Context: an optimization exercise on an open-source flow, tuned for small area, a short achievable clock period and few clock cycles per item. The choices shown serve that exercise and are no tape-out recipe.
In this exercise RTL edits were held to simulation tests only and were not proved equivalent to the original.
Power figures rest on the tool's default switching activity, not on a simulated workload.

`constraint.sdc`:
```
create_clock -name core_clock -period 9.0 [get_ports {clk}]
set_input_delay 1.8000 -clock core_clock [delete_from_list [all_inputs] [get_ports {clk}]]
set_output_delay 1.8000 -clock core_clock [all_outputs]
set_load 0.01 [all_outputs]
```
`design.v`:
```
module modbus_master #(
    parameter COUNT_MAX = 125
) (
    input  wire        clk,
    input  wire        rst,           
    input  wire        req_valid,
    output wire        req_ready,
    input  wire [7:0]  req_slave,
    input  wire [15:0] req_addr,
    input  wire [15:0] req_count,
    output wire        tx_valid,
    input  wire        tx_ready,
    output wire [7:0]  tx_data,
    input  wire        rx_valid,
    output wire        rx_ready,
    input  wire [7:0]  rx_data,
    input  wire        tmo,
    output wire        res_valid,
    input  wire        res_ready,
    output wire [15:0] res_data,
    output wire [2:0]  res_status,
    output wire        res_last
);
    localparam [2:0] ST_OK        = 3'd0,
                     ST_TIMEOUT   = 3'd1,
                     ST_CRC16     = 3'd2,
                     ST_ADDR_FUNC = 3'd3,
                     ST_LENGTH    = 3'd4,
                     ST_REFUSED   = 3'd5;
    localparam NW = 125;            
    localparam QD = 4;              
    localparam QB = 2;              
    reg [7:0] g;                    
    reg [6:0] p;                    
    always @(posedge clk) begin
        if (rst) begin
            g <= 8'd0;
            p <= 7'd0;
        end else begin
            g <= (g == 8'd249) ? 8'd0 : g + 8'd1;
            p <= (p == 7'd124) ? 7'd0 : p + 7'd1;
        end
    end
    reg        idle;                
    reg        frz;                 
    reg [7:0]  slave;
    reg [15:0] addr;
    reg [6:0]  count;
    reg        big;                 
    reg [6:0]  acount;              
    reg [2:0]  owed;                
    reg        rdy_q;
    wire req_hs = req_valid && rdy_q;
    assign req_ready = rdy_q;
    reg        txv;
    reg [7:0]  txd;
    reg [2:0]  txc;
    reg [15:0] crc;
    wire tx_hs = txv && tx_ready;
    reg        inwin;
    reg        rxr;
    reg [1:0]  hdr;                 
    reg [8:0]  left;                
    reg        par;                 
    reg [7:0]  rxd_q;
    reg        vq;
    reg        qb0, qb1, qb2, qhi, qlo, qc0, qc1;
    reg        tq;                  
    reg        bad_af, bad_len, bad_crc;
    reg [7:0]  hb;
    reg        w0;                  
    reg [7:0]  tgtm;                
    reg [6:0]  s0m;                 
    reg [8:0]  iage;                
    wire rx_hs = rx_valid && rxr;
    reg [2:0]  q_st  [0:QD-1];
    reg [6:0]  q_cnt [0:QD-1];
    reg [6:0]  q_s0  [0:QD-1];
    reg [QB-1:0] qwp, qrp;
    reg [QB:0] qn;
    reg        rd_act;
    reg [2:0]  rd_st;
    reg [6:0]  rd_rem;
    reg [6:0]  x;                   
    reg [8:0]  dage;                
    reg        dsat;
    reg        rv;
    reg [15:0] rdat;
    reg [2:0]  rst_st;
    reg        rlast;
    reg  [16*NW-1:0] ring;
    wire [15:0] rword = ring[x*16 +: 16];
    wire        we = vq && qlo;
    always @(posedge clk)
        ring <= {ring[16*(NW-1)-1:0], we ? {hb, rxd_q} : ring[16*NW-1 -: 16]};
    wire [7:0] crc_in = inwin ? rxd_q : txd;
    reg [15:0] crc_next;
    integer k;
    always @(*) begin
        crc_next = crc ^ {8'h00, crc_in};
        for (k = 0; k < 8; k = k + 1)
            crc_next = crc_next[0] ? ((crc_next >> 1) ^ 16'hA001) : (crc_next >> 1);
    end
    wire       fin = vq && qc1;
    wire [2:0] fin_st = (bad_crc || rxd_q != crc[15:8]) ? ST_CRC16 :
                        bad_af  ? ST_ADDR_FUNC :
                        bad_len ? ST_LENGTH : ST_OK;
    reg        refp;                
    wire       push = fin || tq || refp;
    wire [2:0] push_st = refp ? ST_REFUSED : tq ? ST_TIMEOUT : fin_st;
    wire [6:0] push_cnt = (fin && fin_st == ST_OK) ? acount : 7'd0;
    wire [QD-1:0] q_has;
    genvar gi;
    generate for (gi = 0; gi < QD; gi = gi + 1) begin : g_has
        wire [QB-1:0] off = gi[QB-1:0] - qrp;
        assign q_has[gi] = ({1'b0, off} < qn) && (q_cnt[gi] != 7'd0);
    end endgenerate
    wire dv = (rd_act && rd_rem != 7'd0) || (|q_has);
    wire cur_lo = (hdr == 2'd3) && (left > 9'd2) && par;
    wire cur_hi = (hdr == 2'd3) && (left > 9'd2) && !par;
    wire al     = (vq && qlo) || (w0 ? g[0] : (g == tgtm));
    wire guard  = dv && (dsat || dage >= 9'd240);
    wire lo_blk = !al || guard;
    wire last_now = (left == 9'd1);
    wire tmo_hit = inwin && tmo && !(rx_hs && last_now);
    wire win_end = inwin && (tmo_hit || (rx_hs && last_now));
    wire free = !rv || res_ready;
    wire rd_word = free && rd_act && rd_rem != 7'd0;
    wire rd_stat = free && rd_act && rd_rem == 7'd0;
    wire qne = (qn != 0);
    wire pop = qne && (rd_stat || (free && !rd_act));
    wire [7:0] xs = {1'b0, p} - {1'b0, q_s0[qrp]};
    wire [6:0] xl = xs[7] ? xs[6:0] + 7'd125 : xs[6:0];
    always @(posedge clk) begin
        if (rst) begin
            idle <= 1'b1; frz <= 1'b0; rdy_q <= 1'b0;
            owed <= 3'd0;
            txv <= 1'b0; txc <= 3'd0;
            inwin <= 1'b0; rxr <= 1'b0; vq <= 1'b0; tq <= 1'b0; refp <= 1'b0;
            qwp <= 0; qrp <= 0; qn <= 0;
            rd_act <= 1'b0; rv <= 1'b0;
            dsat <= 1'b0; dage <= 9'd0;
            w0 <= 1'b1;
        end else begin
            if (!frz) begin
                slave <= req_slave;
                addr  <= req_addr;
                count <= req_count[6:0];
                big   <= (req_count > COUNT_MAX);
                txd   <= req_slave;
            end
            rdy_q <= ((idle && !(req_hs && !big)) || win_end) &&
                     req_valid && !frz && !req_hs &&
                     (owed < QD || (rv && res_ready && rlast));
            refp <= req_hs && big;
            if (req_hs && !big) begin
                idle   <= 1'b0;
                frz    <= 1'b1;
                acount <= count;
                txv    <= 1'b1;
                txc    <= 3'd0;
                crc    <= 16'hFFFF;
            end
            owed <= owed + (req_hs ? 3'd1 : 3'd0) - ((rv && res_ready && rlast) ? 3'd1 : 3'd0);
            if (tx_hs) begin
                txc <= txc + 3'd1;
                if (txc < 3'd6) crc <= crc_next;
                case (txc)
                    3'd0: txd <= 8'h03;
                    3'd1: txd <= addr[15:8];
                    3'd2: txd <= addr[7:0];
                    3'd3: txd <= 8'h00;
                    3'd4: txd <= {1'b0, count};
                    3'd5: txd <= crc_next[7:0];
                    3'd6: txd <= crc[15:8];
                    default: ;
                endcase
                if (txc == 3'd7) begin
                    txv    <= 1'b0;
                    inwin  <= 1'b1;
                    rxr    <= 1'b1;
                    crc    <= 16'hFFFF;
                    hdr    <= 2'd0;
                    left   <= 9'd5 + {1'b0, acount, 1'b0};
                    par    <= 1'b0;
                    bad_af <= 1'b0; bad_len <= 1'b0; bad_crc <= 1'b0;
                    w0     <= 1'b1;
                end
            end
            rxd_q <= rx_data;
            vq    <= rx_hs;
            qb0 <= (hdr == 2'd0);
            qb1 <= (hdr == 2'd1);
            qb2 <= (hdr == 2'd2);
            qhi <= cur_hi;
            qlo <= cur_lo;
            qc0 <= (hdr == 2'd3) && (left == 9'd2);
            qc1 <= (hdr == 2'd3) && (left == 9'd1);
            if (rx_hs) begin
                left <= left - 9'd1;
                if (hdr != 2'd3) hdr <= hdr + 2'd1;
                else par <= !par;
            end
            if (inwin) begin
                if (win_end) begin
                    inwin <= 1'b0;
                    rxr   <= 1'b0;
                    idle  <= 1'b1;
                    tq    <= tmo_hit;
                end else begin
                    rxr <= !((rx_hs ? cur_hi : cur_lo) && lo_blk);
                end
            end
            if (tq) tq <= 1'b0;
            if (vq) begin
                if (!qc0 && !qc1) crc <= crc_next;
                if (qb0) begin
                    if (rxd_q != slave) bad_af <= 1'b1;
                    frz <= 1'b0;
                end
                if (qb1 && rxd_q != 8'h03) bad_af <= 1'b1;
                if (qb2 && rxd_q != {acount, 1'b0}) bad_len <= 1'b1;
                if (qc0 && rxd_q != crc[7:0]) bad_crc <= 1'b1;
                if (qhi) hb <= rxd_q;
                if (qlo) begin
                    w0   <= 1'b0;
                    tgtm <= g;
                    if (w0) begin
                        s0m  <= p;
                        iage <= 9'd0;
                    end
                end
            end
            if (!(vq && qlo && w0) && iage != 9'h1FF) iage <= iage + 9'd1;
            if (win_end && tmo_hit) frz <= 1'b0;
            if (req_hs && !big) crc <= 16'hFFFF;
            if (push) begin
                q_st[qwp]  <= push_st;
                q_cnt[qwp] <= push_cnt;
                q_s0[qwp]  <= s0m;
                qwp <= qwp + 1'b1;
            end
            if (pop) qrp <= qrp + 1'b1;
            qn <= qn + (push ? 1'b1 : 1'b0) - (pop ? 1'b1 : 1'b0);
            if (free) begin
                if (rd_word) begin
                    rv     <= 1'b1;
                    rdat   <= rword;
                    rst_st <= ST_OK;
                    rlast  <= 1'b0;
                    rd_rem <= rd_rem - 7'd1;
                end else if (rd_stat) begin
                    rv     <= 1'b1;
                    rst_st <= rd_st;
                    rlast  <= 1'b1;
                    rd_act <= 1'b0;
                end else begin
                    rv <= 1'b0;
                end
            end
            if (pop) begin
                rd_act <= 1'b1;
                rd_st  <= q_st[qrp];
                rd_rem <= q_cnt[qrp];
                x      <= xl;
            end else if (rd_word) begin
                x <= (x == 7'd0) ? 7'd124 : x - 7'd1;
            end else begin
                x <= (x == 7'd124) ? 7'd0 : x + 7'd1;
            end
            if (!dv && !(push && push_cnt != 7'd0)) begin
                dsat <= 1'b0;
                dage <= 9'd0;
            end else if (!dv) begin
                dage <= iage + 9'd1;
                dsat <= (iage == 9'h1FF);
            end else begin
                if (dage == 9'h1FF) dsat <= 1'b1;
                if (rd_word && !dsat) dage <= (dage < 9'd2) ? 9'd0 : dage - 9'd1;
                else if (dage != 9'h1FF) dage <= dage + 9'd1;
            end
        end
    end
    assign tx_valid   = txv;
    assign tx_data    = txd;
    assign rx_ready   = rxr;
    assign res_valid  = rv;
    assign res_data   = rdat;
    assign res_status = rst_st;
    assign res_last   = rlast;
endmodule
```
`config.mk`:
```
export PLATFORM = sky130hd
export DESIGN_NAME = modbus_master
export DESIGN_NICKNAME = modbus_master
export VERILOG_FILES = /design/flow/design.v
export SDC_FILE = /design/flow/constraint.sdc
export NUM_CORES = 4
export LEC_CHECK = 0
export CAP_MARGIN = 20
export CORE_MARGIN = 2
export CORE_UTILIZATION = 40
export PLACE_DENSITY = 0.6
export SLEW_MARGIN = 20
```
`run.sh`:
```
#!/bin/bash
# synth_recipe.tcl (not shown) runs the flow's synth.tcl, then flattens the netlist and writes it again
# the make line also repeats each setting of config.mk as NAME=value (left out here)
make -C /OpenROAD-flow-scripts/flow DESIGN_CONFIG=/design/flow/config.mk WORK_HOME=/design/flow/orfs CLKGATE_MAP_FILE= SYNTH_SCRIPT=/design/flow/synth_recipe.tcl finish
```
==> impl_metrics.yaml <==
timing:
  hold_slack_ps: 320
  fin_setup_tns_ps: 0
  hold_viol_final: 0
  clock_skew_ps: 49.6
  finalCritPeriodShare: 0.458
  setup_viol: 0
  post-route-min-period_ps: 4120
  worst_pin_slew_ps: 1110
  fmax_ghz: 0.243
  rsz0062_at_grt: "false"
  slew_violations: 0
  relSlewSlack: 0.260
power:
  p_leak_nw: 29.4
  power_density_nw_per_um2: 297
  total_power_mw: 23.8
  ir_drop_mv: 0.246
clock_tree:
  numCtsBuffers: 211
  clk_pin_slew_ps: 60
  htree_levels: 4
  ctsResizeCount: 0
  clk_latency_ps: 830
  cts_setup_buffers: 0
  cts.sinks: 2282
  cts_tree: "built"
  holdBufCountCts: 0
  clock_path_buffers: 3
  clockRootBuffer: "clkbuf_16"
critical_path:
  crit_top_cell: "inv_1"
  worstPathCellList: "clkdlybuf4s50_1 > nand2b_1 > nand3_1 > inv_1 > ha_1 > inv_1 > ha_1 > inv_1 > fa_1 > xnor2_1 > xnor2_1 > nor2_1"
  cp_num_cells: 12
  rrSetupSlack_ps: 4920
  r2r_start: "x[0]$_DFFE_PN_"
  cpPeakStageDelay_ps: 620
  startpoint_type: "primary input"
  crit_buf_inv: 4
  ff2ff_path_depth: 7
  cp_data_required_time_ps: 9700
  cp-end-kind: "register"
  critPathSlowestCell: "nand3_1"
  r2r_end: "rdat[11]$_DFFE_PP_"
  critPathKind: "in2reg"
  path_max_fanout: 24
  cp_top_family: "buffers and inverters"
  cp.arrival_ps: 4820
global_route:
  grt_antenna_before_repair: 4
  grt.overflow.total: 0
  first_global_vias: 37031
  grt_pass1_wl_um: 214000
  grt_use_total: 0.152
  grt_max_degree: 149
routing:
  route.antenna.remaining_nets: 0
  routed_wl_um: 134000
  firstDrtPassIters: 5
  vias_per_cell: 4.96
  drc: 0
  via_count: 34264
  detail_route.wl_per_cell_um: 19.4
  initialDrtViolationCount: 2186
floorplan:
  io-pin-count: 87
  core_um2: 174000
  dieArea_um2: 178000
  fp.dieH_um: 422
  start_util: 0.402
  die_width_um: 422
  placementRows: 153
status:
  status: "complete, no violations"
synthesis:
  synth_edf_count: 230
  yosys.cell_types.count: 77
  yosys_register_bits: 2282
  syn-cell-area_um2: 70000
  synth_warnings: 1
  avgSynthCellArea_um2: 16.3
  synthCells: 4285
  async_reset_ff_frac: 0
  syn-num-nets: 4390
  yosys_most_used_dff: "dfxtp_1"
  synth-seq-area-share: 0.685
hold_path:
  hold_start: "ring[381]$_DFF_P_"
  hold_path.class: "reg2reg"
  hold_end: "ring[397]$_DFF_P_"
  holdPathStages: 0
layout:
  drive_above_1_share: 0.225
  nets: 4510
  area_growth_pct: 14.5
  fillCellCount: 14913
job:
  maxCapViolCount: 0
place:
  portBuffers: 86
  gp_congestion: 0.769
  hpwl_um: 77800
## cell usage after synthesis, types with 23 or more instances
master    instances  area, um^2
ha_1             47         588
a21oi_1         107         536
mux4_2          575       12900
mux2i_1          95         951
buf_2            64         320
xor2_1           50         438
nor2_1          138         518
edfxtp_1        230        6910
o21ai_0          86         430
nand3_1          44         220
nand2_1         155         582
dfxtp_1        2052       41100
mux2_2           44         495
nor3_1           28         140
a221oi_1         23         201
xnor2_1          53         464
buf_4            29         218
clkbuf_1         94         353
inv_1            48         180
## per-layer routing
layer  global-route usage  wire length [um]
met2                0.240             62200
met1                0.213             63800
met4               0.0454              2780
met5                    0                15
met3               0.0273              5220
## cells in the final DEF (no fill, tap or decap), drive strengths merged, types with 85 or more instances in the layout
cell type and count:
dfxtp 2052, mux4 575, clkbuf 317, edfxtp 230, nand2 155, nor2 138
a21oi 107, mux2i 95, o21ai 87, clkdlybuf4s50 85
## sequential cells by signal (all words and copies together) (netlist names), 9 cells and up, named ones only
register and cells:
dage 9, left 9, rdat 16, addr 16, q_s0 28, q_cnt 28, crc 16, ring 2000
iage 9, q_st 12
## worst register-to-register path: cells and delay by family, from the launching register on
kind / cells / cell delay, ps
multiplexers: 3 / 1510
buffers and inverters: 2 / 1300
flip-flops: 1 / 810
AND/OR/NAND/NOR: 1 / 100
AO/OA/AOI/OAI: 1 / 60
## area by class of cell
class / count / area, um^2 / share of cell area
repair buffers: 133 / 1300 / 0.0162
clock inverters: 75 / 928 / 0.0116
multi-input cells: 1726 / 20700 / 0.258
clock buffers: 317 / 6200 / 0.0773
diodes: 2 / 5.00 / 0.0000624
well taps: 2325 / 2910 / 0.0363
inverters: 51 / 199 / 0.00248
flip-flops and latches: 2282 / 48000 / 0.598
## power breakdown
group	internal, mW	total [mW]	switching (mW)
clock network	5.11	8.92	3.81
registers	10.4	10.6	0.179
logic	1.63	4.26	2.63
total	17.2	23.8	6.62
## cell families after synthesis
kind of cell,share of synthesized area
adders and majority gates,0.00925
buffers and inverters,0.0198
and+or+nand+nor,0.0332
AOI/OAI and AO/OA,0.0321
xor gates and xnor gates,0.0149
muxes,0.206
DFF,0.685
## worst max path at each step
stage                        start                  to  slack (ps)
floorplan                      rst     hb[0]$_DFFE_PP_        5150
global placement         res_ready    qn[2]$_SDFF_PP0_        4020
detailed placement       res_ready    qn[2]$_SDFF_PP0_        4050
CTS                 x[0]$_DFFE_PN_   rdat[6]$_DFFE_PP_        4780
global route        x[0]$_DFFE_PN_  rdat[11]$_DFFE_PP_        4550
finish                   res_ready    qn[2]$_SDFF_PP0_        4880
## metrics by stage
step | setup slack, ps | util | area, um^2 | instances
6_report | 4880 | 0.461 | 80200 | 6911
5_1_grt | 4550 | 0.461 | 80200 | 6909
4_1_cts | 4780 | 0.461 | 80200 | 6907
3_5_place_dp | 4050 | 0.420 | 73100 | 6515
3_3_place_gp | 4020 | 0.420 | 73100 | 6515
2_1_floorplan | 5150 | - | 70000 | 4285
Testbench counts, summed over its fixed seeds: cycles 17,125, transactions 320.

==> port drivers added, routing unchanged <==
How much do the figures lean on ideal ports? The routed layout below was timed once more, with nothing changed but the port constraints.
Step 1 assumes that a clkbuf_16 drives the clock port and a buf_2 every other input.
Step 2 times the ports against the registers' clock, not the clock port: input delays grow and output delays shrink by t, the midpoint of the rising clock arrivals with the driver on.
a / b / c = ideal / step 1 / step 2; a / b = the first two.
shift t [ns]: 0.889
slack for setup (ns): 4.878 / 4.903 / 4.014
worst setup path at the end: input to register
cell pins on the clock port's net: 1
After both steps this run still meets setup and hold. The setup slack of this run moves by +0.025 ns with the drivers and by -0.864 ns with both steps.
